What follows belongs to an exercise in optimizing a design on an open flow for small area; a production flow would make more cautious choices.
Function was checked by simulation only, so behaviour that the tests miss may differ from the original.
Power is estimated from default activity; no workload was simulated. No driver is modelled on the clock port, so clocking that relies on it looks cheaper here than on a real chip.

**flow/config.mk**
```make
export PLATFORM = sky130hd
export DESIGN_NAME = lcdm_framer
export DESIGN_NICKNAME = lcdm_framer
export VERILOG_FILES = /design/flow/design.v
export SDC_FILE = /design/flow/constraint.sdc
export NUM_CORES = 4
export LEC_CHECK = 0
export CAP_MARGIN = 20
export CORE_MARGIN = 2
export CORE_UTILIZATION = 60
export SLEW_MARGIN = 20
```
**flow/constraint.sdc**
```tcl
create_clock -name core_clock -period 10.0 [get_ports {clk}]
set_input_delay 2.0000 -clock core_clock [delete_from_list [all_inputs] [get_ports {clk}]]
set_output_delay 2.0000 -clock core_clock [all_outputs]
set_load 0.01 [all_outputs]
```
**flow/design.v**
```verilog
module lcdm_framer (
    input  wire        clk,
    input  wire        rst,
    input  wire        op_valid,
    output wire        op_ready,
    input  wire [7:0]  op_sel,
    input  wire [15:0] op_arg,
    input  wire [7:0]  op_len,
    input  wire        hin_valid,
    output reg         hin_ready,
    input  wire [7:0]  hin_data,
    output reg         hout_valid,
    input  wire        hout_ready,
    output reg  [7:0]  hout_data,
    output reg         res_valid,
    output reg  [3:0]  res_code,
    output reg  [7:0]  res_byte,
    output reg         t_req_valid,
    input  wire        t_req_ready,
    output reg  [2:0]  t_req_kind,
    output reg  [15:0] t_req_data,
    output reg         t_req_last,
    input  wire        t_rsp_valid,
    output reg         t_rsp_ready,
    input  wire [7:0]  t_rsp_data,
    input  wire        t_rsp_last,
    input  wire        t_rsp_err,
    input  wire        t_rsp_empty
);
    localparam [7:0] REQUEST_START  = 8'h04;
    localparam [7:0] RESPONSE_START = 8'h01;
    localparam [7:0] DEVICE_ID      = 8'h50;
    localparam [7:0] TEXT_START     = 8'h02;
    localparam [7:0] TEXT_END       = 8'h03;
    localparam [7:0] ACK            = 8'h06;
    localparam [7:0] NACK           = 8'h15;
    localparam [7:0] EOT            = 8'h04;
    localparam [10:0] N_RETRY = 11'd1050;
    localparam integer RING = 59;
    localparam [5:0]  P_FIRST = 6'd3;
    localparam [5:0]  P_LAST  = 6'd61;
    localparam [7:0] SEL_OPEN      = 8'h01;
    localparam [7:0] SEL_CLOSE     = 8'h02;
    localparam [7:0] SEL_CHECKSUM  = 8'h10;
    localparam [7:0] SEL_ENCODE    = 8'h11;
    localparam [7:0] SEL_SEND      = 8'h12;
    localparam [7:0] SEL_CLASSIFY  = 8'h20;
    localparam [7:0] SEL_READ_CTL  = 8'h21;
    localparam [7:0] SEL_VALIDATE  = 8'h22;
    localparam [7:0] SEL_READ_FRM  = 8'h23;
    localparam [7:0] SEL_READ_RSP  = 8'h30;
    localparam [7:0] SEL_TRANSACT  = 8'h31;
    localparam [3:0] R_OK        = 4'd0;
    localparam [3:0] R_CLOSED    = 4'd1;
    localparam [3:0] R_TRANSPORT = 4'd2;
    localparam [3:0] R_EXHAUSTED = 4'd3;
    localparam [3:0] R_NOT_ACK   = 4'd4;
    localparam [3:0] R_MALFORMED = 4'd5;
    localparam [3:0] R_CHECKSUM  = 4'd6;
    localparam [3:0] R_REF_SEL   = 4'd8;
    localparam [3:0] R_REF_OPEN  = 4'd9;
    localparam [3:0] R_REF_BAUD  = 4'd10;
    localparam [3:0] R_REF_NOPEN = 4'd11;
    localparam [2:0] T_OPEN  = 3'd1;
    localparam [2:0] T_CLOSE = 3'd2;
    localparam [2:0] T_READ  = 3'd3;
    localparam [2:0] T_WRITE = 3'd4;
    localparam [2:0] T_SLEEP = 3'd5;
    localparam [4:0]
        S_IDLE = 5'd0,
        S_IN   = 5'd1,    
        S_EMIT = 5'd2,    
        S_PL   = 5'd3,    
        S_WRSP = 5'd4,    
        S_RREQ = 5'd5,    
        S_RRSP = 5'd6,    
        S_CHK  = 5'd7,    
        S_AREQ = 5'd8,    
        S_ARSP = 5'd9,
        S_SREQ = 5'd10,   
        S_SRSP = 5'd11,
        S_OUT  = 5'd12,   
        S_OREQ = 5'd13,   
        S_ORSP = 5'd14;
    function [4:0] res(input [3:0] c);
        res = {1'b1, c};
    endfunction
    reg [4:0]  state;
    reg        open;        
    reg        xo;          
    reg        yo;          
    reg        ctl;         
    reg [7:0]  acc;         
    reg [6:0]  cnt;         
    reg [10:0] r1;          
    reg        fa;          
    reg        fc;          
    reg        l1;          
    reg        l2;          
    reg [5:0]  ph;          
    reg [7:0]  ring [0:RING-1];
    function [1:0] classify(input [7:0] b);
        begin
            if (b == ACK)       classify = 2'd0;
            else if (b == NACK) classify = 2'd1;
            else if (b == EOT)  classify = 2'd2;
            else                classify = 2'd3;
        end
    endfunction
    wire needs_open = (op_sel == SEL_SEND) || (op_sel == SEL_READ_CTL) ||
                      (op_sel == SEL_READ_FRM) || (op_sel == SEL_READ_RSP) ||
                      (op_sel == SEL_TRANSACT);
    wire takes_bytes = (op_sel == SEL_SEND) || (op_sel == SEL_TRANSACT);
    wire reads = (op_sel == SEL_READ_CTL) || (op_sel == SEL_READ_FRM) || (op_sel == SEL_READ_RSP);
    wire baud_ok = (op_arg == 16'd9600) || (op_arg == 16'd19200);
    wire       match   = (ph == cnt[5:0]);
    wire       storing = (cnt[5:0] >= P_FIRST) && (cnt[5:0] <= P_LAST);
    wire       wr_ok   = match || !storing;
    wire       rmatch  = (ph == r1[5:0]);
    wire [7:0] tap     = ring[RING-1];
    wire       ops_done = (r1[7:0] == 8'hff);
    wire       out_done = (r1[6:0] == cnt - 7'd2);
    wire [7:0] din = (state == S_RRSP) ? t_rsp_data : hin_data;
    wire       enc_ready = xo ? t_req_ready : hout_ready;
    reg        enc_valid;
    reg [7:0]  dout;
    assign op_ready = (state == S_IDLE);
    always @(*) begin
        hin_ready   = 1'b0;
        enc_valid   = 1'b0;
        hout_valid  = 1'b0;
        t_req_valid = 1'b0;
        t_req_kind  = T_WRITE;
        t_req_last  = 1'b1;
        t_rsp_ready = 1'b0;
        dout        = 8'h00;
        t_req_data  = 16'h0000;
        case (state)
            S_IN: hin_ready = wr_ok && !ops_done;
            S_EMIT: begin
                enc_valid  = 1'b1;
                t_req_last = cnt[2] && cnt[0];
                case (cnt[2:0])
                    3'd0: dout = REQUEST_START;
                    3'd1: dout = DEVICE_ID;
                    3'd2: dout = TEXT_START;
                    3'd4: dout = TEXT_END;
                    default: dout = acc;
                endcase
            end
            S_PL: begin
                enc_valid  = hin_valid && !ops_done;
                hin_ready  = enc_ready && !ops_done;
                t_req_last = 1'b0;
                dout       = hin_data;
            end
            S_RREQ: begin
                t_req_valid = 1'b1;
                t_req_kind  = T_READ;
            end
            S_AREQ: begin
                t_req_valid = 1'b1;
                dout        = ACK;
            end
            S_SREQ: begin
                t_req_valid = 1'b1;
                t_req_kind  = T_SLEEP;
                dout        = 8'd200;
            end
            S_OREQ: begin
                t_req_valid = 1'b1;
                t_req_kind  = yo ? T_OPEN : T_CLOSE;
                dout        = acc;
                t_req_data[15:8] = !yo ? 8'h00 : acc[7] ? 8'h25 : 8'h4b;
            end
            S_RRSP: t_rsp_ready = wr_ok;
            S_WRSP, S_ARSP, S_SRSP, S_ORSP: t_rsp_ready = 1'b1;
            S_OUT: begin
                hout_valid = rmatch && !out_done;
                dout       = tap;
            end
            default: ;
        endcase
        if (enc_valid) begin
            if (xo) t_req_valid = 1'b1;
            else    hout_valid  = 1'b1;
        end
        t_req_data[7:0] = dout;
        hout_data       = dout;
        res_valid       = state[4];
        res_code        = state[3:0];
        res_byte        = acc;
    end
    integer k;
    always @(posedge clk) begin
        ring[0] <= match ? din : tap;
        for (k = 1; k < RING; k = k + 1)
            ring[k] <= ring[k-1];
    end
    always @(posedge clk) begin
        if (rst) ph <= P_FIRST;
        else     ph <= (ph == P_LAST) ? P_FIRST : ph + 6'd1;
    end
    task take_byte;
        begin
            acc <= acc ^ din;
            if (!(cnt[6] && cnt[0])) cnt <= cnt + 7'd1;
            if (cnt == 7'd1) fa <= (acc == RESPONSE_START) && (din == DEVICE_ID);
            if (cnt == 7'd2) fc <= (din == TEXT_START);
            l1 <= (din == TEXT_END);
            l2 <= l1;
        end
    endtask
    task start_loop(input c);
        begin
            ctl   <= c;
            r1    <= 11'd0;
            cnt   <= 7'd0;
            acc   <= 8'h00;
            fa    <= 1'b0;
            fc    <= 1'b0;
            l1    <= 1'b0;
            l2    <= 1'b0;
            state <= S_RREQ;
        end
    endtask
    wire stop = ctl ? (fa || !t_rsp_empty) : (t_rsp_empty ? l2 : l1);
    always @(posedge clk) begin
        if (rst) begin
            state <= S_IDLE;
            open  <= 1'b0;
        end else begin
            case (state)
                S_IDLE: begin
                    if (op_valid) begin
                        r1   <= {3'd0, ~(op_len | {8{reads}})};
                        cnt  <= 7'd0;
                        fa   <= 1'b0;
                        fc   <= 1'b0;
                        l1   <= 1'b0;
                        l2   <= 1'b0;
                        acc  <= ((op_sel == SEL_OPEN) || (op_sel == SEL_ENCODE) ||
                                 (op_sel == SEL_SEND) || (op_sel == SEL_TRANSACT) ||
                                 (op_sel == SEL_CLASSIFY)) ? op_arg[7:0] : 8'h00;
                        ctl  <= (op_sel == SEL_CLASSIFY) || (op_sel == SEL_READ_CTL) ||
                                (op_sel == SEL_READ_RSP);
                        xo   <= (op_sel == SEL_SEND) || (op_sel == SEL_TRANSACT) ||
                                (op_sel == SEL_READ_FRM) || (op_sel == SEL_READ_RSP);
                        yo   <= (op_sel == SEL_TRANSACT) || (op_sel == SEL_READ_RSP) ||
                                (op_sel == SEL_VALIDATE) || (op_sel == SEL_OPEN);
                        if (needs_open && !open) begin
                            xo    <= 1'b1;
                            yo    <= 1'b0;
                            state <= takes_bytes ? S_IN : res(R_CLOSED);
                        end else begin
                            case (op_sel)
                                SEL_OPEN: begin
                                    if (open)          state <= res(R_REF_OPEN);
                                    else if (!baud_ok) state <= res(R_REF_BAUD);
                                    else               state <= S_OREQ;
                                end
                                SEL_CLOSE: begin
                                    if (!open) state <= res(R_REF_NOPEN);
                                    else       state <= S_OREQ;
                                end
                                SEL_CHECKSUM, SEL_VALIDATE:            state <= S_IN;
                                SEL_ENCODE, SEL_SEND, SEL_TRANSACT:    state <= S_EMIT;
                                SEL_CLASSIFY:                          state <= S_CHK;
                                SEL_READ_CTL, SEL_READ_RSP, SEL_READ_FRM: state <= S_RREQ;
                                default: state <= res(R_REF_SEL);
                            endcase
                        end
                    end
                end
                S_IN: begin
                    if (ops_done) begin
                        state <= yo ? S_CHK : xo ? res(R_CLOSED) : res(R_OK);
                    end else if (hin_valid && wr_ok) begin
                        take_byte;
                        r1 <= r1 + 11'd1;
                    end
                end
                S_EMIT: begin
                    if (enc_ready) begin
                        cnt <= cnt + 7'd1;
                        if (cnt[2:0] == 3'd3) begin
                            acc   <= acc ^ (REQUEST_START ^ DEVICE_ID ^ TEXT_START ^ TEXT_END);
                            state <= S_PL;
                        end
                        if (cnt[2:0] == 3'd5)
                            state <= xo ? S_WRSP : res(R_OK);
                    end
                end
                S_PL: begin
                    if (ops_done) begin
                        state <= S_EMIT;
                    end else if (hin_valid && enc_ready) begin
                        acc <= acc ^ din;
                        r1  <= r1 + 11'd1;
                    end
                end
                S_WRSP: begin
                    if (t_rsp_valid) begin
                        if (t_rsp_err) state <= res(R_TRANSPORT);
                        else if (!yo)  state <= res(R_OK);
                        else           start_loop(1'b1);
                    end
                end
                S_RREQ: begin
                    if (t_req_ready) begin
                        r1    <= r1 + 11'd1;
                        state <= S_RRSP;
                    end
                end
                S_RRSP: begin
                    if (t_rsp_valid && wr_ok) begin
                        if (t_rsp_err) begin
                            state <= res(R_TRANSPORT);
                        end else begin
                            if (!t_rsp_empty) begin
                                if (!ctl) take_byte;
                                else if (!fa) begin
                                    acc <= acc ^ din;
                                    fa  <= 1'b1;
                                end
                            end
                            if (t_rsp_last) begin
                                if (stop)               state <= S_CHK;
                                else if (r1 == N_RETRY) state <= res(R_EXHAUSTED);
                                else                    state <= S_RREQ;
                            end
                        end
                    end
                end
                S_CHK: begin
                    r1 <= {8'd0, P_FIRST};
                    if (ctl) begin
                        if (!yo) begin
                            acc   <= {6'd0, classify(acc)};
                            state <= res(R_OK);
                        end
                        else if (acc != ACK) state <= res(R_NOT_ACK);
                        else                 start_loop(1'b0);
                    end
                    else if (!fa)                state <= res(R_MALFORMED);
                    else if (acc != 8'h00)       state <= res(R_CHECKSUM);
                    else if (!(fc && l2))        state <= res(R_MALFORMED);
                    else if (cnt[6] && cnt[0])   state <= res(R_MALFORMED);
                    else if (xo)                 state <= S_AREQ;
                    else                         state <= S_OUT;
                end
                S_AREQ: if (t_req_ready) state <= S_ARSP;
                S_ARSP: begin
                    if (t_rsp_valid) begin
                        if (t_rsp_err) state <= res(R_TRANSPORT);
                        else           state <= S_SREQ;
                    end
                end
                S_SREQ: if (t_req_ready) state <= S_SRSP;
                S_SRSP: if (t_rsp_valid) state <= S_OUT;
                S_OUT: begin
                    if (out_done)                  state <= res(R_OK);
                    else if (rmatch && hout_ready) r1 <= r1 + 11'd1;
                end
                S_OREQ: if (t_req_ready) state <= S_ORSP;
                S_ORSP: begin
                    if (t_rsp_valid) begin
                        open  <= yo && !t_rsp_err;
                        state <= t_rsp_err ? res(R_TRANSPORT) : res(R_OK);
                    end
                end
                default: state <= S_IDLE;    
            endcase
        end
    end
endmodule
```
**flow/flow/run.sh**
```bash
#!/bin/bash
# Standard ORFS layout (the standard.sh, unchanged synthesis), with
# smaller port buffers, a clock tree built without dummy loads, and
# power recovery (downsizing off the critical paths) after global route.
set -euo pipefail
export BUFFER_PORTS_ARGS="-buffer_cell sky130_fd_sc_hd__buf_1"
export CTS_ARGS="-sink_clustering_enable -repair_clock_nets -dont_use_dummy_load -sink_clustering_size 30 -sink_clustering_max_diameter 100 -buf_list {sky130_fd_sc_hd__clkbuf_16}"
export RECOVER_POWER=100
bash standard.sh > standard_flow.log 2>&1
```
**flow/standard.sh**
```bash
#!/bin/bash
# synth_recipe.tcl (not shown) runs the flow's synth.tcl, then flattens the netlist and writes it again
# the make line also repeats each setting of config.mk as NAME=value (left out here)
make -C /OpenROAD-flow-scripts/flow DESIGN_CONFIG=/design/flow/config.mk WORK_HOME=/design/flow/orfs CLKGATE_MAP_FILE= SYNTH_SCRIPT=/design/flow/synth_recipe.tcl "${@:-finish}"
```
==> out/qor_table.md, run 1 <==
| Quantity | Reported |
|:---|:---|
| CTS sink cnt | 517 |
| Post-synth EDFFs | 33 |
| Count of buffers from port buffering | 101 |
| Worst VDD drop | 0.000170 V |
| Dominant cell by count in the synthesized netlist | sky130_fd_sc_hd__dfxtp_1 |
| Peak clock frequency supported by timing | 168 MHz |
| Starting utilization of the core area | 0.610 |
| H-tree Lvls | 1 |
| Data required time of the worst path | 8.00 ns |
| Leak Pwr | 5.76 nW |
| Reg-to-reg critical path endpoint | fc |
| Setup slack, reg-to-reg | 5.87 ns |
| Post-CTS setup buffers | 0 |
| Final RePlAce weighted congestion | 0.897 |
| Commonest cells in the synthesized netlist | 484 x sky130_fd_sc_hd__dfxtp_1, 72 x sky130_fd_sc_hd__nor2_1, 51 x sky130_fd_sc_hd__nand2_1 |
| Beginning of the critical path | state[1] |
| Worst Clk Skew | 0.0630 ns |
| IO Pins | 104 |
| Share of the cycle needed by the critical path after routing | 0.594 |
| Syn. warnings | 2 |
| Drc violations | 0 |
| Slowest cell on crit path | sky130_fd_sc_hd__clkbuf_1 |
| Launch point of the worst reg-to-reg path | state[0] |
| Hold path cells | 0 |
| Initial DRC count | 607 |
| Buffer depth of the longest clock path | 3 |
| Max capacitance violation total | 0 |
| Clock latency reported for the late side of the worst-skew pair | 0.53 ns |
| Unique cell type count in the Yosys netlist | 80 |
| Slew Limit Fails | 0 |
| CTS Buf Count | 22 |
| First-pass DRT Iterations | 7 |
| Slew margin rel. | 0.250 |
| Resized cells post-CTS | 0 |
| Cells taking the most area after synthesis | sky130_fd_sc_hd__dfxtp_1 68%, sky130_fd_sc_hd__edfxtp_1 6.9%, sky130_fd_sc_hd__nor2_1 1.9% |
| DIE AREA | 0.0250 mm² |
| DRT antenna net count | 0 |
| Antenna Cells | 0 |
| DR WL/cell | 18.3 µm |
| Syn_area_per_cell | 13.0 µm² |
| Run status | no timing/DRC/antenna violations |
| Maximum number of pins on one net before global-route repair | 31 |
| Cell Pwr Density | 256 mW/mm² |
| Most common flop cell mapped by yosys | sky130_fd_sc_hd__dfxtp_1 |
| Share of the synthesized area in the top cell type | 0.679 |
| Crit path capture | hout_data[7] |
| Initial antenna violation count | 0 |
| Final setup TNS | 0 ns |
| Clock root buffer | sky130_fd_sc_hd__clkbuf_16 |
| Start-to-end type of the worst setup path | reg -> out |
| GR Util All Layers | 0.218 |
| Core box area | 0.0234 mm² |
| Layout overhead on the synthesized area | 7.27% |
| Worst Setup Start Kind | register |
| Die boundary width | 158 µm |
| Seq cells post-synth | 517 |
| Ratio of cells with drive above 1 in the final layout | 0.0316 |
| Final-stage net count | 1244 |
| Setup repair after global routing missed its margin | false |
| Cell type with the highest aggregate area in the netlist | sky130_fd_sc_hd__dfxtp_1 |
| Per-cell via count in the routed design | 5.29 |
| Total length of routed wires | 27200 µm |
| Endpoints failing hold | 0 |
| TritonCTS clock tree | built |
| Clock period minus worst slack | 5.94 ns |
| Worst-path maximum fanout | 21 |
| Proportion of synthesized flip-flops having asynchronous set or reset | 0 |
| Final number of setup-violating endpoints | 0 |
| Wire length of the first global-routing pass | 41700 µm |
| Worst hold path class | reg -> reg |
| Chain of cells forming the critical path | clkbuf_1 > nor2b_1 > nand2_1 > nor3_1 > or2_0 > a221o_1 > buf_1 |
| Area of the mapped netlist | 0.0143 mm² |
| Sequential area share after synthesis | 0.748 |
| Worst Tran Pin Value | 1.12 ns |
| Total gr overflow | 0 |
| Reg2Reg Depth | 7 |
| Die Span Y | 158 µm |
| Total power consumption of the routed design | 0.00392 W |
| Clock slew seen by the registers of the worst setup and hold paths | 0.11 ns |
| Syn Inst Count | 1097 |
| Number of global-route vias before repair | 7371 |
| Post-CTS Hold Buffers | 0 |
| Largest stage delay, worst path | 0.75 ns |
| Total number of vias | 7876 |
| Dpl hpwl | 18700 µm |
| Number of standard-cell rows in the floorplan | 56 |
| Critical path capture point type | output pin |
| Worst EP arrival | 3.94 ns |
[critical path: cells and delay by family, from the launching register on]
family	cells	cell delay, ns
simple gates	4	1.62
buf+inv	2	1.03
flops	1	0.45
compound gates	1	0.33
[kinds of logic after synthesis]
kind of cell             after synthesis  share of synthesized area
multiplexers                          18                     0.0133
flip-flops                           517                      0.748
adder cells (fa/ha/maj)               13                     0.0114
AND/OR/NAND/NOR                      268                     0.0965
buffers and inverters                 76                     0.0248
other                                  1                   0.000263
AO/OA/AOI/OAI                        163                     0.0805
XOR/XNOR                              41                     0.0252
[power by group]
part           internal (W)  switching (W)  leakage [nW]  total [W]
Clock              0.000396       0.000555         0.271   0.000951
Sequential          0.00230       0.000150          4.24    0.00245
Combinational      0.000191       0.000328          1.25   0.000519
Total               0.00288        0.00103          5.76    0.00392
[worst min-delay path by stage]
stage	startpoint	endpoint	slack [ns]
global placement	ring[8][1]	ring[9][1]	0.31
finish	ring[50][0]	ring[51][0]	0.33
floorplan	ring[9][0]	ring[10][0]	0.31
global route	ring[6][4]	ring[7][4]	0.33
detailed placement	ring[9][6]	ring[10][6]	0.31
CTS	ring[5][0]	ring[6][0]	0.33
[layer usage]
layer	track usage	wire length (µm)	vias up
li1	-	-	3887
met1	0.321	13100	3692
met2	0.321	11400	241
met3	0.0376	1580	56
met4	0.0892	1170	0
met5	0	0	-
[flip-flops by register name, summed over array words and instances (netlist names), 5 cells and up]
name and cells:
acc 8, cnt 7, ph 6, r1 11, ring 472, state 5
[layout make-up]
type / instances / area [µm²]
inverters: 21 / 78.8
well taps: 319 / 399
multi-input cells: 505 / 3210
clock buffers: 22 / 551
repair buffers: 106 / 402
fillers: 1820 / 8090
flip-flops and latches: 517 / 10700
[metrics by stage]
step	area (µm²)	std cells	hold WS, ns	setup slack [ns]	util
after floorplan	14300	1098	0.310	5.33	-
final	15300	1490	0.326	4.06	0.654
after detailed placement	14800	1468	0.312	4.95	0.634
after global routing	15300	1490	0.332	3.95	0.654
after CTS	15400	1490	0.328	4.85	0.657
after global placement	14800	1468	0.310	4.97	0.634
[layout by cell type, fill, tap and decap left out, types with 5 or more instances in the layout]
cell type	instances
sky130_fd_sc_hd__dfxtp_1	484
sky130_fd_sc_hd__a21oi_1	40
sky130_fd_sc_hd__o21ai_0	26
sky130_fd_sc_hd__and3_1	5
sky130_fd_sc_hd__a22oi_1	7
sky130_fd_sc_hd__a32oi_1	5
sky130_fd_sc_hd__nand4_1	9
sky130_fd_sc_hd__nor2b_1	14
sky130_fd_sc_hd__ha_1	13
sky130_fd_sc_hd__a31oi_1	10
sky130_fd_sc_hd__a2111oi_0	5
sky130_fd_sc_hd__inv_1	21
sky130_fd_sc_hd__a211oi_1	9
sky130_fd_sc_hd__mux2i_1	13
sky130_fd_sc_hd__clkbuf_16	22
sky130_fd_sc_hd__nor3_1	14
sky130_fd_sc_hd__nand3_1	34
sky130_fd_sc_hd__nor2_1	73
sky130_fd_sc_hd__o22ai_1	10
sky130_fd_sc_hd__clkbuf_1	10
sky130_fd_sc_hd__xnor2_1	23
sky130_fd_sc_hd__o211ai_1	6
sky130_fd_sc_hd__xor2_1	18
sky130_fd_sc_hd__nor4_1	14
sky130_fd_sc_hd__or3_1	6
sky130_fd_sc_hd__nand2_1	51
sky130_fd_sc_hd__edfxtp_1	33
sky130_fd_sc_hd__buf_1	95
sky130_fd_sc_hd__nand2b_1	19
==> inputs of run 2 (changes only) <==
==> flow/flow/run.sh (replaced) <==
#!/bin/bash
# Standard ORFS layout (the standard.sh, unchanged synthesis), with
# smaller port buffers, a clock tree built without dummy loads, and
# power recovery (downsizing off the critical paths) after global route.
set -euo pipefail
export BUFFER_PORTS_ARGS="-buffer_cell sky130_fd_sc_hd__buf_1"
export CTS_ARGS="-sink_clustering_enable -repair_clock_nets -dont_use_dummy_load -sink_clustering_size 34 -sink_clustering_max_diameter 90 -buf_list {sky130_fd_sc_hd__clkbuf_16}"
export RECOVER_POWER=100
bash standard.sh > standard_flow.log 2>&1
--- a/flow/config.mk
+++ b/flow/config.mk
@@ -8,4 +8,5 @@
 export CAP_MARGIN = 20
 export CORE_MARGIN = 2
-export CORE_UTILIZATION = 60
+export CORE_UTILIZATION = 70
+export PLACE_DENSITY = 0.75
 export SLEW_MARGIN = 20
==> run 2 against run 1 <==
- sequential share of layout area is 0.48 points higher
- critical endpoint is now t_req_data[6]
- flip-flop and latch count is the same
- register-to-register slack gained 0.03 ns
- still clean
- critical path type unchanged
- final cell count decreased by 3.3%
- largest power group unchanged
==> out/qor_table.md, run 2 <==
| Quantity | Reported | Delta |
|:---|:---|:---|
| Run status | no timing/DRC/antenna violations |  |
| Syn Inst Count | 1097 | unchanged |
| Syn. warnings | 2 | unchanged |
| Clock root buffer | sky130_fd_sc_hd__clkbuf_16 |  |
| Post-CTS setup buffers | 0 | unchanged |
| Final setup TNS | 0 ns | unchanged |
| DIE AREA | 0.0216 mm² | -14% |
| Worst-path maximum fanout | 27 | +29% |
| Buffer depth of the longest clock path | 3 | unchanged |
| Die boundary width | 147 µm | -7.2% |
| Starting utilization of the core area | 0.710 | +0.100 |
| DP Area | 0.0148 mm² | -0.31% |
| Worst Tran Pin Value | 1.21 ns | +0.0924 ns |
| Final number of setup-violating endpoints | 0 | unchanged |
| Final RePlAce weighted congestion | 1.04 | +15% |
| Maximum number of pins on one net before global-route repair | 35 | +13% |
| Max capacitance violation total | 0 | unchanged |
| Layout overhead on the synthesized area | 6.55% |  |
| Most common library cell in the layout ignoring fill and taps | sky130_fd_sc_hd__dfxtp_1 |  |
| Top register by number of flip-flops | ring |  |
| Worst Clk Skew | 0.0647 ns | +0.00168 ns |
| Post-synth EDFFs | 33 | unchanged |
| Largest registers ranked by flip-flop count | ring (472), r1 (11), acc (8) |  |
| Worst Setup Start Kind | register |  |
| Clock latency reported for the late side of the worst-skew pair | 0.54 ns | about the same |
| Smallest setup slack after layout | 4.01 ns | -0.0566 ns |
| Number of global-route vias before repair | 8252 | +12% |
| Area of all placed cells without fillers | 0.0152 mm² | -0.68% |
| Drc violations | 0 | unchanged |
| Chain of cells forming the critical path | clkbuf_1 > nor2b_1 > nand2_1 > nor3_1 > or2_0 > o21ai_0 > nand3_1 > buf_1 |  |
| Start-to-end type of the worst setup path | reg -> out |  |
| Die Span Y | 147 µm | -7.2% |
| Count of buffers from port buffering | 101 | unchanged |
| Worst VDD drop | 0.000201 V | +19% |
| Initial antenna violation count | 0 | unchanged |
| TritonCTS clock tree | built |  |
| Resized cells post-CTS | 0 | unchanged |
| Most frequent cells in the layout | 484 x sky130_fd_sc_hd__dfxtp_1, 98 x sky130_fd_sc_hd__buf_1, 73 x sky130_fd_sc_hd__nor2_1, 51 x sky130_fd_sc_hd__nand2_1, 40 x sky130_fd_sc_hd__a21oi_1 |  |
| Area of the mapped netlist | 0.0143 mm² | unchanged |
| CTS Buf Count | 20 | -9.1% |
| Syn_area_per_cell | 13.0 µm² | unchanged |
| Slew Limit Fails | 0 | unchanged |
| Worst EP arrival | 3.99 ns | +0.05 ns |
| Final-stage net count | 1244 | unchanged |
| Slew margin rel. | 0.195 | -0.0554 |
| Commonest cells in the synthesized netlist | 484 x sky130_fd_sc_hd__dfxtp_1, 72 x sky130_fd_sc_hd__nor2_1, 51 x sky130_fd_sc_hd__nand2_1 |  |
| Dpl hpwl | 20900 µm | +12% |
| Slowest cell on crit path | sky130_fd_sc_hd__clkbuf_1 |  |
| Number of standard-cell rows in the floorplan | 52 | -7.1% |
| Share of the cycle needed by the critical path after routing | 0.599 | +0.00566 |
| CTS sink cnt | 517 | unchanged |
| Peak clock frequency supported by timing | 167 MHz | -0.94% |
| First-pass DRT Iterations | 5 | -2 |
| DRT antenna net count | 0 | unchanged |
| DR WL/cell | 22.1 µm | +21% |
| Setup repair after global routing missed its margin | false |  |
| GR Util All Layers | 0.297 | +0.0789 |
| Cell type with the highest aggregate area in the netlist | sky130_fd_sc_hd__dfxtp_1 |  |
| Initial DRC count | 732 | +21% |
| Largest stage delay, worst path | 0.89 ns | +0.14 ns |
| Data required time of the worst path | 8.00 ns | about the same |
| Ratio of cells with drive above 1 in the final layout | 0.0299 | -0.00171 |
| Total length of routed wires | 31800 µm | +17% |
| Unique cell type count in the Yosys netlist | 80 | unchanged |
| Total number of vias | 8278 | +5.1% |
| Wire length of the first global-routing pass | 48700 µm | +17% |
| Cell Pwr Density | 258 mW/mm² | +0.88% |
| Most common flop cell mapped by yosys | sky130_fd_sc_hd__dfxtp_1 |  |
| Layout fillers | 1237 | -32% |
| Setup slack after placement | 5.00 ns | +0.0426 ns |
| Total power consumption of the routed design | 0.00393 W | +0.20% |
| Largest register FFs | 472 | unchanged |
| Share of the synthesized area in the top cell type | 0.679 | unchanged |
| Clock slew seen by the registers of the worst setup and hold paths | 0.12 ns | about the same |
| Seq cells post-synth | 517 | unchanged |
| Per-cell via count in the routed design | 5.74 | +8.7% |
| IO Pins | 104 | unchanged |
| Total gr overflow | 0 | unchanged |
| Clock period minus worst slack | 5.99 ns | +0.0566 ns |
| Post-CTS Hold Buffers | 0 | unchanged |
| Cells taking the most area after synthesis | sky130_fd_sc_hd__dfxtp_1 68%, sky130_fd_sc_hd__edfxtp_1 6.9%, sky130_fd_sc_hd__nor2_1 1.9% |  |
| Endpoints failing hold | 0 | unchanged |
| Proportion of synthesized flip-flops having asynchronous set or reset | 0 | unchanged |
| H-tree Lvls | 1 | unchanged |
| Dominant cell by count in the synthesized netlist | sky130_fd_sc_hd__dfxtp_1 |  |
| Core box area | 0.0201 mm² | -14% |
| Sequential area share after synthesis | 0.748 | unchanged |
| Antenna Cells | 0 | unchanged |
| Worst hold path class | reg -> reg |  |
| Critical path capture point type | output pin |  |
| Leak Pwr | 5.74 nW | -0.40% |
==> run 2: cell counts after synthesis <==
No cell type changed its count.
==> run 2: logic make-up after synthesis <==
kind of cell / share of synthesized area
muxes: 0.0133
xor gates and xnor gates: 0.0252
AOI/OAI and AO/OA: 0.0805
adders and majority gates: 0.0114
buffers and inverters: 0.0248
DFF: 0.748
other: 0.000263
and+or+nand+nor: 0.0965
==> run 2: worst max-delay path: cells and delay by family (launching register included) <==
| kind | cells | cell delay, ns |
|---|---|---|
| simple gates | 5 | 1.86 |
| buf+inv | 2 | 1.07 |
| flops | 1 | 0.34 |
| compound gates | 1 | 0.21 |
==> run 2: power breakdown <==
part	switching, W	internal (W)	total (W)
sequential	0.000153	0.00230	0.00245
clock	0.000563	0.000363	0.000926
combinational	0.000355	0.000193	0.000548
==> run 2: layer usage <==
layer  vias to the layer above  global-route usage  wire length [µm]
met4                         0               0.122              1430
met5                         -                   0                 0
met3                        77              0.0425              1900
li1                       3876                   -                 -
met1                      3971               0.401             13400
met2                       354               0.489             15100
==> run 2: per-stage QoR <==
step	instances	util	hold slack [ns]
floorplan	1098	-	0.310
global placement	1421	0.735	0.310
detailed placement	1421	0.735	0.312
CTS	1441	0.760	0.272
global route	1441	0.757	0.266
finish	1441	0.757	0.272
==> run 2: layout make-up <==
| cell class | count | area (µm²) | area share |
|---|---|---|---|
| clock buffers | 20 | 500 | 0.0329 |
| repair buffers | 108 | 409 | 0.0269 |
| inverters | 21 | 78.8 | 0.00518 |
| multi-input cells | 505 | 3210 | 0.211 |
| flip-flops and latches | 517 | 10700 | 0.702 |
| well taps | 270 | 338 | 0.0222 |
==> run 2: worst paths after layout <==
kind	startpoint	depth (start not counted)	slack [ns]	end
setup / recovery	state[1]	8	4.01	t_req_data[6]
hold / removal	ring[49][2]	0	0.27	ring[50][2]
setup reg to reg	state[1]	7	5.90	cnt[3]
hold reg to reg	ring[49][2]	0	0.27	ring[50][2]
==> inputs of run 3 (changes only) <==
==> flow/flow/run.sh (replaced) <==
#!/bin/bash
# Standard ORFS layout (the standard.sh, unchanged synthesis), with
# smaller port buffers and a clock tree built without dummy loads.
set -euo pipefail
export BUFFER_PORTS_ARGS="-buffer_cell sky130_fd_sc_hd__buf_1"
export CTS_ARGS="-sink_clustering_enable -repair_clock_nets -dont_use_dummy_load -sink_clustering_size 30 -sink_clustering_max_diameter 100 -buf_list {sky130_fd_sc_hd__clkbuf_8 sky130_fd_sc_hd__clkbuf_16}"
bash standard.sh > standard_flow.log 2>&1
--- a/flow/config.mk
+++ b/flow/config.mk
@@ -8,5 +8,4 @@
 export CAP_MARGIN = 20
 export CORE_MARGIN = 2
-export CORE_UTILIZATION = 70
-export PLACE_DENSITY = 0.75
+export CORE_UTILIZATION = 60
 export SLEW_MARGIN = 20
==> run 3 against run 2 <==
- critical endpoint is now t_req_data[2]
- synthesized area unchanged
- sequential share of layout area down 0.76 points
- wire length is 14% lower
- flip-flop and latch count is the same
- sequential power hardly changed
- still clean
- fmax increased by 16%
- critical path type unchanged
- first-iteration DRC count decreased by 23%
- die area up 16%
==> out/qor_table.md, run 3 <==
| Quantity | Reported | Delta |
|:---|:---|:---|
| Endpoints failing hold | 0 | unchanged |
| Worst Clk Skew | 0.0612 ns | -0.00349 ns |
| Share of total power in the clock network | 0.242 | +0.006 |
| Layout fillers | 1809 | +46% |
| Reg2Reg Depth | 8 | +1 |
| Unique cell type count in the Yosys netlist | 80 | unchanged |
| H-tree Lvls | 1 | unchanged |
| Number of standard-cell rows in the floorplan | 56 | +7.7% |
| Die boundary width | 158 µm | +7.8% |
| DR WL/cell | 18.3 µm | -17% |
| Proportion of synthesized flip-flops having asynchronous set or reset | 0 | unchanged |
| Share of the synthesized area in the top cell type | 0.679 | unchanged |
| Run status | no timing/DRC/antenna violations |  |
| Worst hold path class | reg -> reg |  |
| CTS Buf Count | 22 | +10% |
| Syn_area_per_cell | 13.0 µm² | unchanged |
| Cells taking the most area after synthesis | sky130_fd_sc_hd__dfxtp_1 68%, sky130_fd_sc_hd__edfxtp_1 6.9%, sky130_fd_sc_hd__nor2_1 1.9% |  |
| Data required time of the worst path | 8.00 ns | about the same |
| Start-to-end type of the worst setup path | reg -> out |  |
| Share of the cycle needed by the critical path after routing | 0.515 | -0.0845 |
| Cell Pwr Density | 256 mW/mm² | -0.96% |
| Max capacitance violation total | 0 | unchanged |
| Ratio of cells with drive above 1 in the final layout | 0.0427 | +0.0128 |
| Register area | 0.0107 mm² | unchanged |
| Clock latency reported for the late side of the worst-skew pair | 0.53 ns | about the same |
| Adder-cell share of the synthesized area | 0.0114 | unchanged |
| Clock root buffer | sky130_fd_sc_hd__clkbuf_16 |  |
| TritonCTS clock tree | built |  |
| Initial DRC count | 567 | -23% |
| Peak clock frequency supported by timing | 194 MHz | +16% |
| Most frequent cells in the layout | 484 x sky130_fd_sc_hd__dfxtp_1, 101 x sky130_fd_sc_hd__buf_1, 72 x sky130_fd_sc_hd__nor2_1, 51 x sky130_fd_sc_hd__nand2_1, 40 x sky130_fd_sc_hd__a21oi_1 |  |
| Area of the mapped netlist | 0.0143 mm² | unchanged |
| Number of global-route vias before repair | 7371 | -11% |
| DRT antenna net count | 0 | unchanged |
| Resized cells post-CTS | 0 | unchanged |
| Core box area | 0.0234 mm² | +16% |
| GR Util All Layers | 0.218 | -0.0789 |
| Syn Inst Count | 1097 | unchanged |
| Setup slack, reg-to-reg | 6.24 ns | +0.34 ns |
| Syn. warnings | 2 | unchanged |
| DIE AREA | 0.0250 mm² | +16% |
| Chain of cells forming the critical path | nand2_1 > nor4_2 > a22oi_1 > nand3_1 > buf_1 |  |
| Basic-gate share of the synthesized area counting and, or, nand and nor cells | 0.0965 | unchanged |
| Cell type with the highest aggregate area in the netlist | sky130_fd_sc_hd__dfxtp_1 |  |
| Commonest cells in the synthesized netlist | 484 x sky130_fd_sc_hd__dfxtp_1, 72 x sky130_fd_sc_hd__nor2_1, 51 x sky130_fd_sc_hd__nand2_1 |  |
| Fraction of power spent switching nets | 0.264 | -0.00840 |
| Starting utilization of the core area | 0.610 | -0.100 |
| Worst Setup Start Kind | register |  |
| Worst-path maximum fanout | 23 | -15% |
| Slew margin rel. | 0.273 | +0.0785 |
| Worst VDD drop | 0.000170 V | -16% |
| Critical path buffers and inverters | 1 | -1 |
| Combined area of the multi-input logic cells | 0.00325 mm² | +1.5% |
| Clock period minus worst slack | 5.15 ns | -0.845 ns |
| Worst EP arrival | 3.15 ns | -0.84 ns |
| Total length of routed wires | 27200 µm | -14% |
| IO Pins | 104 | unchanged |
| Die Span Y | 158 µm | +7.8% |
| Most common flop cell mapped by yosys | sky130_fd_sc_hd__dfxtp_1 |  |
| Largest stage delay, worst path | 0.88 ns | about the same |
| Utilization after layout | 0.657 | -0.0995 |
| Wire length of the first global-routing pass | 41700 µm | -14% |
| Sequential area share after synthesis | 0.748 | unchanged |
| Min-Delay Startpoint | ring[50][0] |  |
| XOR/XNOR share of the synthesized area | 0.0252 | unchanged |
| Total internal power | 0.00289 W | +1.3% |
| Final-stage net count | 1244 | unchanged |
| Largest registers ranked by flip-flop count | ring (472), r1 (11), acc (8) |  |
| Initial antenna violation count | 0 | unchanged |
| Dominant cell by count in the synthesized netlist | sky130_fd_sc_hd__dfxtp_1 |  |
| Layout overhead on the synthesized area | 7.71% |  |
| Critical path capture point type | output pin |  |
| WHS Endpoint | ring[51][0] |  |
| Seq cells post-synth | 517 | unchanged |
| Maximum number of pins on one net before global-route repair | 31 | -11% |
| Final RePlAce weighted congestion | 0.897 | -13% |
| Top delay family on crit path | simple AND/OR/NAND/NOR gates |  |
| CTS sink cnt | 517 | unchanged |
| Reg-to-reg critical path endpoint | r1[7] |  |
| Buffer depth of the longest clock path | 3 | unchanged |
| Launch point of the worst reg-to-reg path | cnt[1] |  |
| Main combinational cell family by area after synthesis | simple AND/OR/NAND/NOR gates |  |
| Dpl hpwl | 18700 µm | -11% |
| Post-CTS Hold Buffers | 0 | unchanged |
| Synthesized-area fraction occupied by ao, oa, aoi and oai cells | 0.0805 | unchanged |
| Top register by number of flip-flops | ring |  |
| Mux share of post-synthesis cell area | 0.0133 | unchanged |
| Largest register FFs | 472 | unchanged |
| First-pass DRT Iterations | 5 | unchanged |
| Slew Limit Fails | 0 | unchanged |
| Total gr overflow | 0 | unchanged |
| Setup repair after global routing missed its margin | false |  |
| Clock slew seen by the registers of the worst setup and hold paths | 0.11 ns | about the same |
| Final setup TNS | 0 ns | unchanged |
| Psw | 0.00104 W | -3.0% |
| Leak Pwr | 5.80 nW | +1.0% |
| Most common library cell in the layout ignoring fill and taps | sky130_fd_sc_hd__dfxtp_1 |  |
| Antenna Cells | 0 | unchanged |
| Combinational Power Share | 0.135 | -0.005 |
| Per-cell via count in the routed design | 5.28 | -8.1% |
| Count of buffers from port buffering | 101 | unchanged |
| Part of the total power dissipated in sequential elements | 0.623 | about the same |
| Total number of vias | 7865 | -5.0% |
| Drc violations | 0 | unchanged |
| Post-synth EDFFs | 33 | unchanged |
| Hold path cells | 0 | unchanged |
| Worst Tran Pin Value | 1.08 ns | -0.127 ns |
| Final number of setup-violating endpoints | 0 | unchanged |
| Slowest cell on crit path | sky130_fd_sc_hd__nor4_2 |  |
| Post-CTS setup buffers | 0 | unchanged |
==> run 3: changes by cell type in the layout (fill, tap and decap cells not counted), moves of 2 or more <==
cell / before / now
sky130_fd_sc_hd__a2111oi_0: 5 / 3
sky130_fd_sc_hd__a211oi_1: 9 / 7
sky130_fd_sc_hd__a211oi_2: 0 / 2
sky130_fd_sc_hd__and2_0: 3 / 0
sky130_fd_sc_hd__and2_1: 0 / 3
sky130_fd_sc_hd__buf_1: 98 / 101
sky130_fd_sc_hd__buf_4: 1 / 5
sky130_fd_sc_hd__clkbuf_1: 9 / 0
sky130_fd_sc_hd__clkbuf_16: 20 / 22
==> run 3: worst max path at each step <==
stage,from,depth (start not counted),endpoint,slack [ns]
6_report,state[3],5,t_req_data[2],4.85
5_1_grt,state[3],7,t_req_data[4],4.70
4_1_cts,state[3],5,t_req_data[2],4.85
3_5_place_dp,hin_data[2],6,t_req_data[2],4.95
3_3_place_gp,hin_data[2],6,hout_data[2],4.97
2_1_floorplan,hin_data[2],5,t_req_data[2],5.33
==> run 3: area by class of cell <==
type,instances,area share
inverter,21,0.00513
timing repair buffer,106,0.0271
multi-input combinational,505,0.212
sequential,517,0.694
clock buffer,22,0.0358
tap,319,0.0260
==> run 3: kinds of logic (layout without fill, tap and decap cells) <==
family | Yosys count | after routing
flip-flops | 517 | 517
AND/OR/NAND/NOR | 268 | 268
AO/OA/AOI/OAI | 163 | 163
buffers and inverters | 76 | 149
XOR/XNOR | 41 | 41
multiplexers | 18 | 18
adder cells (fa/ha/maj) | 13 | 13
other | 1 | 2
==> run 3: power by group through the flow <==
stage	clock, W	sequential [W]	combinational, W
after floorplan	0	0.00241	0.000418
final	0.000951	0.00245	0.000532
after CTS	0.000976	0.00245	0.000527
after global placement	0	0.00249	0.000525
after global routing	0.00103	0.00247	0.000581
after detailed placement	0	0.00249	0.000525
==> run 3: metal layers <==
metal,vias to the layer above,track usage,routed length (µm)
met2,221,0.321,11500
met4,0,0.0892,1150
li1,3890,-,-
met3,56,0.0376,1460
met5,-,0,0
met1,3698,0.321,13100
==> run 3: metrics by stage <==
step                      setup WS (ns)  hold WS [ns]  instance area, µm²  instances  total power [W]
after floorplan                    5.33         0.310               14300       1098          0.00283
after CTS                          4.85         0.328               15400       1490          0.00395
final                              4.85         0.326               15400       1490          0.00393
after global routing               4.70         0.332               15400       1490          0.00409
after global placement             4.97         0.310               14800       1468          0.00301
after detailed placement           4.95         0.312               14800       1468          0.00301
==> run 3: worst register-to-register path: stages, from the launching register on <==
cell	delay [ns]
sky130_fd_sc_hd__edfxtp_1	0.55
sky130_fd_sc_hd__inv_1	0.18
sky130_fd_sc_hd__ha_1	0.36
sky130_fd_sc_hd__or4bb_4	0.56
sky130_fd_sc_hd__o22ai_2	0.15
sky130_fd_sc_hd__o21ba_4	0.22
sky130_fd_sc_hd__a211oi_1	0.40
sky130_fd_sc_hd__nand4b_1	0.17
sky130_fd_sc_hd__nor2_1	0.74
==> inputs of run 4 (changes only) <==
--- a/flow/design.v
+++ b/flow/design.v
@@ -68,19 +68,19 @@
     localparam [2:0] T_SLEEP = 3'd5;
     localparam [4:0]
-        S_IDLE = 5'd0,
-        S_IN   = 5'd1,    
-        S_EMIT = 5'd2,    
-        S_PL   = 5'd3,    
-        S_WRSP = 5'd4,    
-        S_RREQ = 5'd5,    
-        S_RRSP = 5'd6,    
-        S_CHK  = 5'd7,    
-        S_AREQ = 5'd8,    
-        S_ARSP = 5'd9,
-        S_SREQ = 5'd10,   
-        S_SRSP = 5'd11,
-        S_OUT  = 5'd12,   
-        S_OREQ = 5'd13,   
-        S_ORSP = 5'd14;
+        S_IDLE = 5'b00000,
+        S_IN   = 5'b00001,   
+        S_EMIT = 5'b00010,   
+        S_PL   = 5'b00011,   
+        S_RREQ = 5'b00100,   
+        S_AREQ = 5'b00101,   
+        S_SREQ = 5'b00110,   
+        S_OREQ = 5'b00111,   
+        S_RRSP = 5'b01000,   
+        S_ARSP = 5'b01001,
+        S_SRSP = 5'b01010,
+        S_ORSP = 5'b01011,
+        S_WRSP = 5'b01100,   
+        S_CHK  = 5'b01101,   
+        S_OUT  = 5'b01110;   
     function [4:0] res(input [3:0] c);
         res = {1'b1, c};
@@ -108,9 +108,14 @@
         end
     endfunction
-    wire needs_open = (op_sel == SEL_SEND) || (op_sel == SEL_READ_CTL) ||
-                      (op_sel == SEL_READ_FRM) || (op_sel == SEL_READ_RSP) ||
-                      (op_sel == SEL_TRANSACT);
-    wire takes_bytes = (op_sel == SEL_SEND) || (op_sel == SEL_TRANSACT);
-    wire reads = (op_sel == SEL_READ_CTL) || (op_sel == SEL_READ_FRM) || (op_sel == SEL_READ_RSP);
+    wire [1:0] sh = op_sel[5:4];
+    wire [1:0] sl = op_sel[1:0];
+    wire sel_valid = (op_sel[7:6] == 2'd0) && (op_sel[3:2] == 2'd0) &&
+                     ((sh == 2'd0) ? (sl == 2'd1 || sl == 2'd2) :
+                      (sh == 2'd1) ? (sl != 2'd3) :
+                      (sh == 2'd2) ? 1'b1 : !sl[1]);
+    wire needs_open  = (sh == 2'd1 && sl == 2'd2) || (sh == 2'd2 && sl[0]) || (sh == 2'd3);
+    wire takes_bytes = (sh == 2'd1) || (sh == 2'd3 && sl[0]);
+    wire reads       = sh[1] && (sh[0] ^ sl[0]);
+    wire ld_arg      = (sh == 2'd0) ? sl[0] : (sh == 2'd1) ? (sl != 2'd0) : (sh == 2'd2) ? (sl == 2'd0) : sl[0];
     wire baud_ok = (op_arg == 16'd9600) || (op_arg == 16'd19200);
     wire       match   = (ph == cnt[5:0]);
@@ -240,33 +245,30 @@
                         l1   <= 1'b0;
                         l2   <= 1'b0;
-                        acc  <= ((op_sel == SEL_OPEN) || (op_sel == SEL_ENCODE) ||
-                                 (op_sel == SEL_SEND) || (op_sel == SEL_TRANSACT) ||
-                                 (op_sel == SEL_CLASSIFY)) ? op_arg[7:0] : 8'h00;
-                        ctl  <= (op_sel == SEL_CLASSIFY) || (op_sel == SEL_READ_CTL) ||
-                                (op_sel == SEL_READ_RSP);
-                        xo   <= (op_sel == SEL_SEND) || (op_sel == SEL_TRANSACT) ||
-                                (op_sel == SEL_READ_FRM) || (op_sel == SEL_READ_RSP);
-                        yo   <= (op_sel == SEL_TRANSACT) || (op_sel == SEL_READ_RSP) ||
-                                (op_sel == SEL_VALIDATE) || (op_sel == SEL_OPEN);
-                        if (needs_open && !open) begin
+                        acc  <= ld_arg ? op_arg[7:0] : 8'h00;
+                        ctl  <= !sl[1];
+                        xo   <= sh[1] ? (sh[0] || sl[0]) : sl[1];
+                        yo   <= sh[1] ? (sh[0] || sl[1]) : (!sh[0] && sl[0]);
+                        if (!sel_valid) begin
+                            state <= res(R_REF_SEL);
+                        end else if (needs_open && !open) begin
                             xo    <= 1'b1;
                             yo    <= 1'b0;
                             state <= takes_bytes ? S_IN : res(R_CLOSED);
                         end else begin
-                            case (op_sel)
-                                SEL_OPEN: begin
-                                    if (open)          state <= res(R_REF_OPEN);
-                                    else if (!baud_ok) state <= res(R_REF_BAUD);
-                                    else               state <= S_OREQ;
+                            case (sh)
+                                2'd0: begin
+                                    if (sl[0]) begin             
+                                        if (open)          state <= res(R_REF_OPEN);
+                                        else if (!baud_ok) state <= res(R_REF_BAUD);
+                                        else               state <= S_OREQ;
+                                    end else begin               
+                                        if (!open)         state <= res(R_REF_NOPEN);
+                                        else               state <= S_OREQ;
+                                    end
                                 end
-                                SEL_CLOSE: begin
-                                    if (!open) state <= res(R_REF_NOPEN);
-                                    else       state <= S_OREQ;
-                                end
-                                SEL_CHECKSUM, SEL_VALIDATE:            state <= S_IN;
-                                SEL_ENCODE, SEL_SEND, SEL_TRANSACT:    state <= S_EMIT;
-                                SEL_CLASSIFY:                          state <= S_CHK;
-                                SEL_READ_CTL, SEL_READ_RSP, SEL_READ_FRM: state <= S_RREQ;
-                                default: state <= res(R_REF_SEL);
+                                2'd1: state <= (sl == 2'd0) ? S_IN : S_EMIT;        
+                                2'd2: state <= (sl == 2'd0) ? S_CHK :               
+                                               (sl == 2'd2) ? S_IN : S_RREQ;        
+                                default: state <= sl[0] ? S_EMIT : S_RREQ;          
                             endcase
                         end
==> flow/flow/run.sh (replaced) <==
#!/bin/bash
# Standard ORFS layout (the standard.sh, unchanged synthesis), with
# smaller port buffers, a clock tree built without dummy loads, and
# power recovery (downsizing off the critical paths) after global route.
set -euo pipefail
export BUFFER_PORTS_ARGS="-buffer_cell sky130_fd_sc_hd__buf_1"
export CTS_ARGS="-sink_clustering_enable -repair_clock_nets -dont_use_dummy_load -sink_clustering_size 30 -sink_clustering_max_diameter 100 -buf_list {sky130_fd_sc_hd__clkbuf_16}"
export RECOVER_POWER=100
bash standard.sh > standard_flow.log 2>&1
==> run 4 against run 3 <==
- now fails the layout checks on max-capacitance violations, max-slew violations
- setup slack got worse by 1.0 ns
- core utilization fell by 0.54 points
- fmax fell by 16%
- sequential power barely moved
- via count fell by 1.2%
- critical endpoint is now hout_data[2]
==> out/qor_table.md, run 4 <==
| Quantity | Reported | Delta |
|:---|:---|:---|
| Peak clock frequency supported by timing | 163 MHz | -16% |
| DR WL/cell | 18.2 µm | -0.41% |
| Slew Limit Fails | 10 | +10 |
| Number of global-route vias before repair | 7381 | +0.14% |
| Core box area | 0.0233 mm² | -0.30% |
| Final Instance Count excl. Fillers | 1471 | -1.3% |
| Die Span Y | 158 µm | -0.43% |
| Clock period minus worst slack | 6.14 ns | +0.996 ns |
| Start-to-end type of the worst setup path | reg -> out |  |
| Number of placed cells counting well taps | 1449 | -1.3% |
| Top delay family on crit path | compound AO/OA/AOI/OAI gates |  |
| Critical path capture point type | output pin |  |
| Worst VDD drop | 0.000206 V | +22% |
| Final number of setup-violating endpoints | 0 | unchanged |
| Wire length of the first global-routing pass | 41300 µm | -1.1% |
| Per-cell via count in the routed design | 5.28 | +0.12% |
| Syn Inst Count | 1070 | -2.5% |
| Initial antenna violation count | 4 | +4 |
| Syn. warnings | 2 | unchanged |
| Seq cells post-synth | 517 | unchanged |
| Area of the mapped netlist | 0.0142 mm² | -0.88% |
| Final-stage net count | 1229 | -1.2% |
| Resized cells post-CTS | 0 | unchanged |
| Cell Pwr Density | 268 mW/mm² | +5.0% |
| CTS sink cnt | 517 | unchanged |
| Cell type with the highest aggregate area in the netlist | sky130_fd_sc_hd__dfxtp_1 |  |
| Total length of routed wires | 26800 µm | -1.7% |
| Area of all placed cells without fillers | 0.0152 mm² | -1.1% |
| Buffer depth of the longest clock path | 3 | unchanged |
| Dominant cell by count in the synthesized netlist | sky130_fd_sc_hd__dfxtp_1 |  |
| Chain of cells forming the critical path | clkbuf_1 > nor2b_1 > nand2_1 > o32ai_1 > a21oi_1 > o21ai_0 > buf_1 |  |
| Cells taking the most area after synthesis | sky130_fd_sc_hd__dfxtp_1 68%, sky130_fd_sc_hd__edfxtp_1 7.0%, sky130_fd_sc_hd__nor2_1 2.0% |  |
| Ratio of cells with drive above 1 in the final layout | 0.0321 | -0.0106 |
| Sequential area share after synthesis | 0.755 | +0.00661 |
| Largest registers ranked by flip-flop count | ring (472), r1 (11), acc (8) |  |
| Worst Tran Pin Value | 1.71 ns | +0.626 ns |
| Clock root buffer | sky130_fd_sc_hd__clkbuf_16 |  |
| Endpoints failing hold | 0 | unchanged |
| DIE AREA | 0.0248 mm² | -0.86% |
| IO Pins | 104 | unchanged |
| Proportion of synthesized flip-flops having asynchronous set or reset | 0 | unchanged |
| Top register by number of flip-flops | ring |  |
| Maximum number of pins on one net before global-route repair | 31 | unchanged |
| Run status | finished with violations |  |
| Layout overhead on the synthesized area | 7.45% |  |
| Data required time of the worst path | 8.00 ns | about the same |
| Clock latency reported for the late side of the worst-skew pair | 0.53 ns | about the same |
| Clock slew seen by the registers of the worst setup and hold paths | 0.11 ns | about the same |
| Post-CTS Hold Buffers | 0 | unchanged |
| Total gr overflow | 0 | unchanged |
| H-tree Lvls | 1 | unchanged |
| Most common library cell in the layout ignoring fill and taps | sky130_fd_sc_hd__dfxtp_1 |  |
| DP Area | 0.0147 mm² | -0.75% |
| Critical path buffers and inverters | 2 | +1 |
| Most common flop cell mapped by yosys | sky130_fd_sc_hd__dfxtp_1 |  |
| Worst-path maximum fanout | 24 | +4.3% |
| Share of the synthesized area in the top cell type | 0.685 | +0.00600 |
| Count of buffers from port buffering | 101 | unchanged |
| DRT antenna net count | 0 | unchanged |
| Die boundary width | 158 µm | -0.43% |
| Most frequent cells in the layout | 484 x sky130_fd_sc_hd__dfxtp_1, 96 x sky130_fd_sc_hd__buf_1, 74 x sky130_fd_sc_hd__nor2_1, 52 x sky130_fd_sc_hd__nand2_1, 36 x sky130_fd_sc_hd__a21oi_1 |  |
| Largest register FFs | 472 | unchanged |
| Largest stage delay, worst path | 1.11 ns | +0.23 ns |
| Setup slack after placement | 4.93 ns | -0.0204 ns |
| Drc violations | 0 | unchanged |
| CTS Buf Count | 21 | -4.5% |
| Post-CTS setup buffers | 0 | unchanged |
| Syn_area_per_cell | 13.2 µm² | +1.6% |
| Slowest cell on crit path | sky130_fd_sc_hd__o32ai_1 |  |
| Setup slack, reg-to-reg | 5.66 ns | -0.58 ns |
| Worst Clk Skew | 0.0351 ns | -0.0261 ns |
| TritonCTS clock tree | built |  |
| First-pass DRT Iterations | 8 | +3 |
| Number of standard-cell rows in the floorplan | 56 | unchanged |
| Worst EP arrival | 4.14 ns | +0.99 ns |
| Slew margin rel. | -0.152 | -0.426 |
| Worst hold path class | reg -> reg |  |
| Final RePlAce weighted congestion | 0.933 | +3.9% |
| Violated checks | max-capacitance violations, max-slew violations |  |
| Share of the cycle needed by the critical path after routing | 0.614 | +0.0996 |
| Total number of vias | 7774 | -1.2% |
| Dpl hpwl | 18100 µm | -3.3% |
| Final setup TNS | 0 ns | unchanged |
| Post-synth EDFFs | 33 | unchanged |
| Commonest cells in the synthesized netlist | 484 x sky130_fd_sc_hd__dfxtp_1, 74 x sky130_fd_sc_hd__nor2_1, 52 x sky130_fd_sc_hd__nand2_1 |  |
| GR Util All Layers | 0.217 | -0.00148 |
| Leak Pwr | 5.85 nW | +0.96% |
| Initial DRC count | 582 | +2.6% |
| Worst Setup Start Kind | register |  |
| Smallest setup slack after layout | 3.86 ns | -0.996 ns |
| Max capacitance violation total | 2 | +2 |
| Setup repair after global routing missed its margin | false |  |
| Starting utilization of the core area | 0.607 | -0.00353 |
| Unique cell type count in the Yosys netlist | 75 | -6.3% |
[run 4: changes by cell type after synthesis, moves of 5 or more]
cell	before	now
sky130_fd_sc_hd__nand2b_1	19	12
sky130_fd_sc_hd__clkbuf_1	31	19
sky130_fd_sc_hd__mux2_2	3	8
sky130_fd_sc_hd__xnor2_1	23	18
sky130_fd_sc_hd__and3_1	5	10
sky130_fd_sc_hd__ha_1	13	18
sky130_fd_sc_hd__xor2_1	18	25
sky130_fd_sc_hd__o21ai_0	26	34
sky130_fd_sc_hd__nand3_1	34	19
[run 4: per-layer routing]
metal  track usage  up-vias  part of all wire
met5             0        -            0.0016
met4        0.0801        6             0.031
met3        0.0476       64             0.071
met2         0.317      262              0.42
met1         0.317     3643              0.48
li1              -     3799                 -
[run 4: area by class of cell]
type	instances	area, µm²
sequential	517	10700
fill	1811	8130
multi-input combinational	487	3120
clock buffer	21	526
timing repair buffer	106	405
tap	319	399
inverter	20	75.1
antenna	1	2.50
[run 4: final timing paths]
| kind | startpoint | end | cells after the start |
|---|---|---|---|
| worst max-delay path | state[1] | hout_data[2] | 7 |
| worst min-delay path | ring[42][2] | ring[43][2] | 0 |
| worst max register to register | state[0] | cnt[2] | 7 |
| worst min register to register | ring[42][2] | ring[43][2] | 0 |
[run 4: report_power, final]
group          switching [W]  internal (W)  total [W]  leakage [nW]
clock network       0.000555      0.000380   0.000934         0.259
logic               0.000439      0.000244   0.000683          1.37
registers           0.000160       0.00230    0.00246          4.23
total                0.00115       0.00292    0.00408          5.85
[run 4: metrics by stage]
stage                      util  hold WS [ns]  power (W)
after floorplan               -         0.310    0.00295
after global placement    0.631         0.310    0.00318
after detailed placement  0.631         0.312    0.00319
after CTS                 0.653         0.291    0.00411
after global routing      0.652         0.293    0.00427
final                     0.652         0.287    0.00408
[run 4: kinds of logic (layout without fill, tap and decap cells)]
logic type | count (synthesis) | in the layout | share of synthesized area
DFF | 517 | 517 | 0.755
buffers and inverters | 67 | 147 | 0.0238
adders and majority gates | 18 | 18 | 0.0159
muxes | 18 | 18 | 0.0143
AOI/OAI and AO/OA | 158 | 158 | 0.0764
other | 1 | 3 | 0.000265
xor gates and xnor gates | 43 | 43 | 0.0266
and+or+nand+nor | 248 | 248 | 0.0881
[run 4: worst register-to-register path, cell delays in order (launching register included)]
cell and delay [ns]:
sky130_fd_sc_hd__dfxtp_1 0.32, sky130_fd_sc_hd__clkbuf_1 0.89, sky130_fd_sc_hd__nor2_1 0.50, sky130_fd_sc_hd__nand2_1 0.64
sky130_fd_sc_hd__nand2_1 0.35, sky130_fd_sc_hd__a311oi_1 0.36, sky130_fd_sc_hd__o31ai_1 0.11, sky130_fd_sc_hd__nor3_1 0.81
==> inputs of run 5 (changes only) <==
==> flow/flow/run.sh (replaced) <==
#!/bin/bash
# Standard ORFS layout (the standard.sh, unchanged synthesis), with
# smaller port buffers and a clock tree built without dummy loads.
set -euo pipefail
export BUFFER_PORTS_ARGS="-buffer_cell sky130_fd_sc_hd__buf_1"
export CTS_ARGS="-sink_clustering_enable -repair_clock_nets -dont_use_dummy_load -sink_clustering_size 30 -sink_clustering_max_diameter 100 -buf_list {sky130_fd_sc_hd__clkbuf_16}"
bash standard.sh > standard_flow.log 2>&1
==> run 5 against run 4 <==
- the run now finishes clean
- cell area rose by 0.32%
- worst hold slack better by 0.0014 ns
- non-clock buffer count stayed put
- power is 0.29% higher
- flip-flop and latch count unchanged
- die area stayed put
- clock power about the same
- via count rose by 0.21%
- synthesized cell count did not move
- sequential power about the same
- first-iteration DRC count up 3.6%
- largest power group unchanged
- highest routed layer unchanged
==> out/qor_table.md, run 5 <==
| Quantity | Reported | Delta |
|:---|:---|:---|
| Run status | no timing/DRC/antenna violations |  |
| H-tree Lvls | 1 | unchanged |
| Worst Clk Skew | 0.0338 ns | -0.00134 ns |
| Initial DRC count | 603 | +3.6% |
| Seq cells post-synth | 517 | unchanged |
| Slew Limit Fails | 0 | -10 |
| First-pass DRT Iterations | 5 | -3 |
| Worst EP arrival | 3.49 ns | -0.65 ns |
| Start-to-end type of the worst setup path | reg -> out |  |
| Final-stage net count | 1229 | unchanged |
| Starting utilization of the core area | 0.607 | unchanged |
| Most common flop cell mapped by yosys | sky130_fd_sc_hd__dfxtp_1 |  |
| GR Util All Layers | 0.217 | unchanged |
| Largest registers ranked by flip-flop count | ring (472), r1 (11), acc (8) |  |
| DRT antenna net count | 0 | unchanged |
| Syn. warnings | 2 | unchanged |
| DR WL/cell | 18.2 µm | about the same |
| Final number of setup-violating endpoints | 0 | unchanged |
| Worst Setup Start Kind | register |  |
| Core box area | 0.0233 mm² | unchanged |
| Number of standard-cell rows in the floorplan | 56 | unchanged |
| Post-CTS setup buffers | 0 | unchanged |
| Critical path capture point type | output pin |  |
| Crit path capture | hout_data[2] |  |
| Reg2Reg Depth | 6 | -1 |
| Share of the cycle needed by the critical path after routing | 0.549 | -0.0651 |
| Largest register FFs | 472 | unchanged |
| Buffer depth of the longest clock path | 3 | unchanged |
| Total length of routed wires | 26700 µm | about the same |
| Peak clock frequency supported by timing | 182 MHz | +12% |
| Commonest cells in the synthesized netlist | 484 x sky130_fd_sc_hd__dfxtp_1, 74 x sky130_fd_sc_hd__nor2_1, 52 x sky130_fd_sc_hd__nand2_1 |  |
| Cell type with the highest aggregate area in the netlist | sky130_fd_sc_hd__dfxtp_1 |  |
| Syn Inst Count | 1070 | unchanged |
| Worst hold path class | reg -> reg |  |
| Beginning of the critical path | state[2] |  |
| Clock root buffer | sky130_fd_sc_hd__clkbuf_16 |  |
| Largest stage delay, worst path | 0.82 ns | -0.29 ns |
| Die boundary width | 158 µm | unchanged |
| Number of global-route vias before repair | 7381 | unchanged |
| Maximum number of pins on one net before global-route repair | 31 | unchanged |
| Setup repair after global routing missed its margin | false |  |
| Most frequent cells in the layout | 484 x sky130_fd_sc_hd__dfxtp_1, 101 x sky130_fd_sc_hd__buf_1, 74 x sky130_fd_sc_hd__nor2_1, 52 x sky130_fd_sc_hd__nand2_1, 35 x sky130_fd_sc_hd__a21oi_1 |  |
| Dpl hpwl | 18100 µm | unchanged |
| Final setup TNS | 0 ns | unchanged |
| Unique cell type count in the Yosys netlist | 75 | unchanged |
| IO Pins | 104 | unchanged |
| DIE AREA | 0.0248 mm² | unchanged |
| Post-synth EDFFs | 33 | unchanged |
| Area of the mapped netlist | 0.0142 mm² | unchanged |
| Total number of vias | 7790 | +0.21% |
| Cell Pwr Density | 268 mW/mm² | about the same |
| Most common library cell in the layout ignoring fill and taps | sky130_fd_sc_hd__dfxtp_1 |  |
| Endpoints failing hold | 0 | unchanged |
| Worst Tran Pin Value | 1.02 ns | -0.689 ns |
| Proportion of synthesized flip-flops having asynchronous set or reset | 0 | unchanged |
| Clock period minus worst slack | 5.49 ns | -0.651 ns |
| Chain of cells forming the critical path | nand2_1 > nor3_1 > buf_4 > a22oi_1 > o21ai_0 > a21oi_1 > o21ai_0 > buf_1 |  |
| TritonCTS clock tree | built |  |
| CTS sink cnt | 517 | unchanged |
| Slew margin rel. | 0.317 | +0.469 |
| Die Span Y | 158 µm | unchanged |
| Dominant cell by count in the synthesized netlist | sky130_fd_sc_hd__dfxtp_1 |  |
| Data required time of the worst path | 8.00 ns | about the same |
| Total gr overflow | 0 | unchanged |
| Final RePlAce weighted congestion | 0.933 | unchanged |
| Sequential area share after synthesis | 0.755 | unchanged |
| Worst-path maximum fanout | 22 | -8.3% |
| Per-cell via count in the routed design | 5.30 | +0.21% |
| CTS Buf Count | 21 | unchanged |
| Worst hold slack after final layout | 0.288 ns | +0.00136 ns |
| Slowest cell on crit path | sky130_fd_sc_hd__dfxtp_1 |  |
| Max capacitance violation total | 0 | -2 |
| Reg-to-reg critical path endpoint | cnt[2] |  |
| Wire length of the first global-routing pass | 41300 µm | unchanged |
| Top register by number of flip-flops | ring |  |
| Most prevalent standard cell on the critical path | sky130_fd_sc_hd__o21ai_0 |  |
| Launch point of the worst reg-to-reg path | state[4] |  |
| Count of buffers from port buffering | 101 | unchanged |
| Share of the synthesized area in the top cell type | 0.685 | unchanged |
| Drc violations | 0 | unchanged |
| Layout overhead on the synthesized area | 7.80% |  |
| Clock latency reported for the late side of the worst-skew pair | 0.53 ns | about the same |
| Clock slew seen by the registers of the worst setup and hold paths | 0.10 ns | about the same |
| Post-CTS Hold Buffers | 0 | unchanged |
| Initial antenna violation count | 4 | unchanged |
| Syn_area_per_cell | 13.2 µm² | unchanged |
| Leak Pwr | 5.87 nW | +0.28% |
| Resized cells post-CTS | 0 | unchanged |
| Ratio of cells with drive above 1 in the final layout | 0.0400 | +0.00782 |
| Cells taking the most area after synthesis | sky130_fd_sc_hd__dfxtp_1 68%, sky130_fd_sc_hd__edfxtp_1 7.0%, sky130_fd_sc_hd__nor2_1 2.0% |  |
| Worst VDD drop | 0.000206 V | about the same |
| Setup slack, reg-to-reg | 6.36 ns | +0.70 ns |
## run 5: how the worst min path moves through the flow
stage                  end  slack (ns)  cells past startpoint        start
3_3_place_gp   ring[37][3]        0.31                      0  ring[36][3]
3_5_place_dp   ring[28][4]        0.31                      0  ring[27][4]
5_1_grt        ring[43][2]        0.29                      0  ring[42][2]
2_1_floorplan  ring[10][0]        0.31                      0   ring[9][0]
4_1_cts        ring[43][2]        0.29                      0  ring[42][2]
6_report       ring[43][2]        0.29                      0  ring[42][2]
## run 5: logic make-up (layout without fill, tap and decap cells)
group           Yosys count  after routing  share of synthesized area
mux                      18             18                     0.0143
other cells               1              3                   0.000265
compound gates          158            158                     0.0764
buf+inv                  67            147                     0.0238
simple gates            248            248                     0.0881
flops                   517            517                      0.755
fa+ha+maj                18             18                     0.0159
xor+xnor                 43             43                     0.0266
## run 5: per-stage QoR
| step | total power, W | util | worst slack [ns] | cells | area (µm²) |
|---|---|---|---|---|---|
| 2_1_floorplan | 0.00295 | - | 5.31 | 1071 | 14200 |
| 3_3_place_gp | 0.00318 | 0.631 | 4.93 | 1449 | 14700 |
| 3_5_place_dp | 0.00319 | 0.631 | 4.93 | 1449 | 14700 |
| 4_1_cts | 0.00411 | 0.653 | 4.60 | 1470 | 15200 |
| 5_1_grt | 0.00428 | 0.654 | 4.33 | 1470 | 15300 |
| 6_report | 0.00409 | 0.654 | 4.51 | 1471 | 15300 |
## run 5: worst max-delay path: cells and delay by family (launching register included)
kind            cells  cell delay [ns]
compound gates      4             0.50
flops               1             0.82
buf+inv             2             0.49
simple gates        2             1.15
## run 5: routing by layer
| layer | vias to the layer above | global-route usage | part of all wire |
|---|---|---|---|
| li1 | 3795 | - | - |
| met1 | 3645 | 0.317 | 0.47 |
| met2 | 275 | 0.317 | 0.42 |
| met3 | 69 | 0.0476 | 0.074 |
| met4 | 6 | 0.0801 | 0.033 |
| met5 | - | 0 | 0.0016 |
## run 5: power breakdown
part / leakage, nW / internal (W) / switching [W]
clock network: 0.259 / 0.000380 / 0.000555
registers: 4.23 / 0.00230 / 0.000162
logic: 1.39 / 0.000252 / 0.000442
total: 5.87 / 0.00293 / 0.00116
## run 5: area by class of cell
type                    count  area (µm²)
flip-flops and latches    517       10700
fillers                  1798        8080
multi-input cells         487        3160
clock buffers              21         526
repair buffers            106         417
well taps                 319         399
inverters                  20        75.1
diodes                      1        2.50

Re-timed with assumed drivers on the ports (clkbuf_16 on the clock, buf_2 on other inputs), run 5 has 4.456 ns of setup slack against 4.506 ns with ideal ports, and 4.890 ns once port delays also move by the mid clock arrival of 0.564 ns.
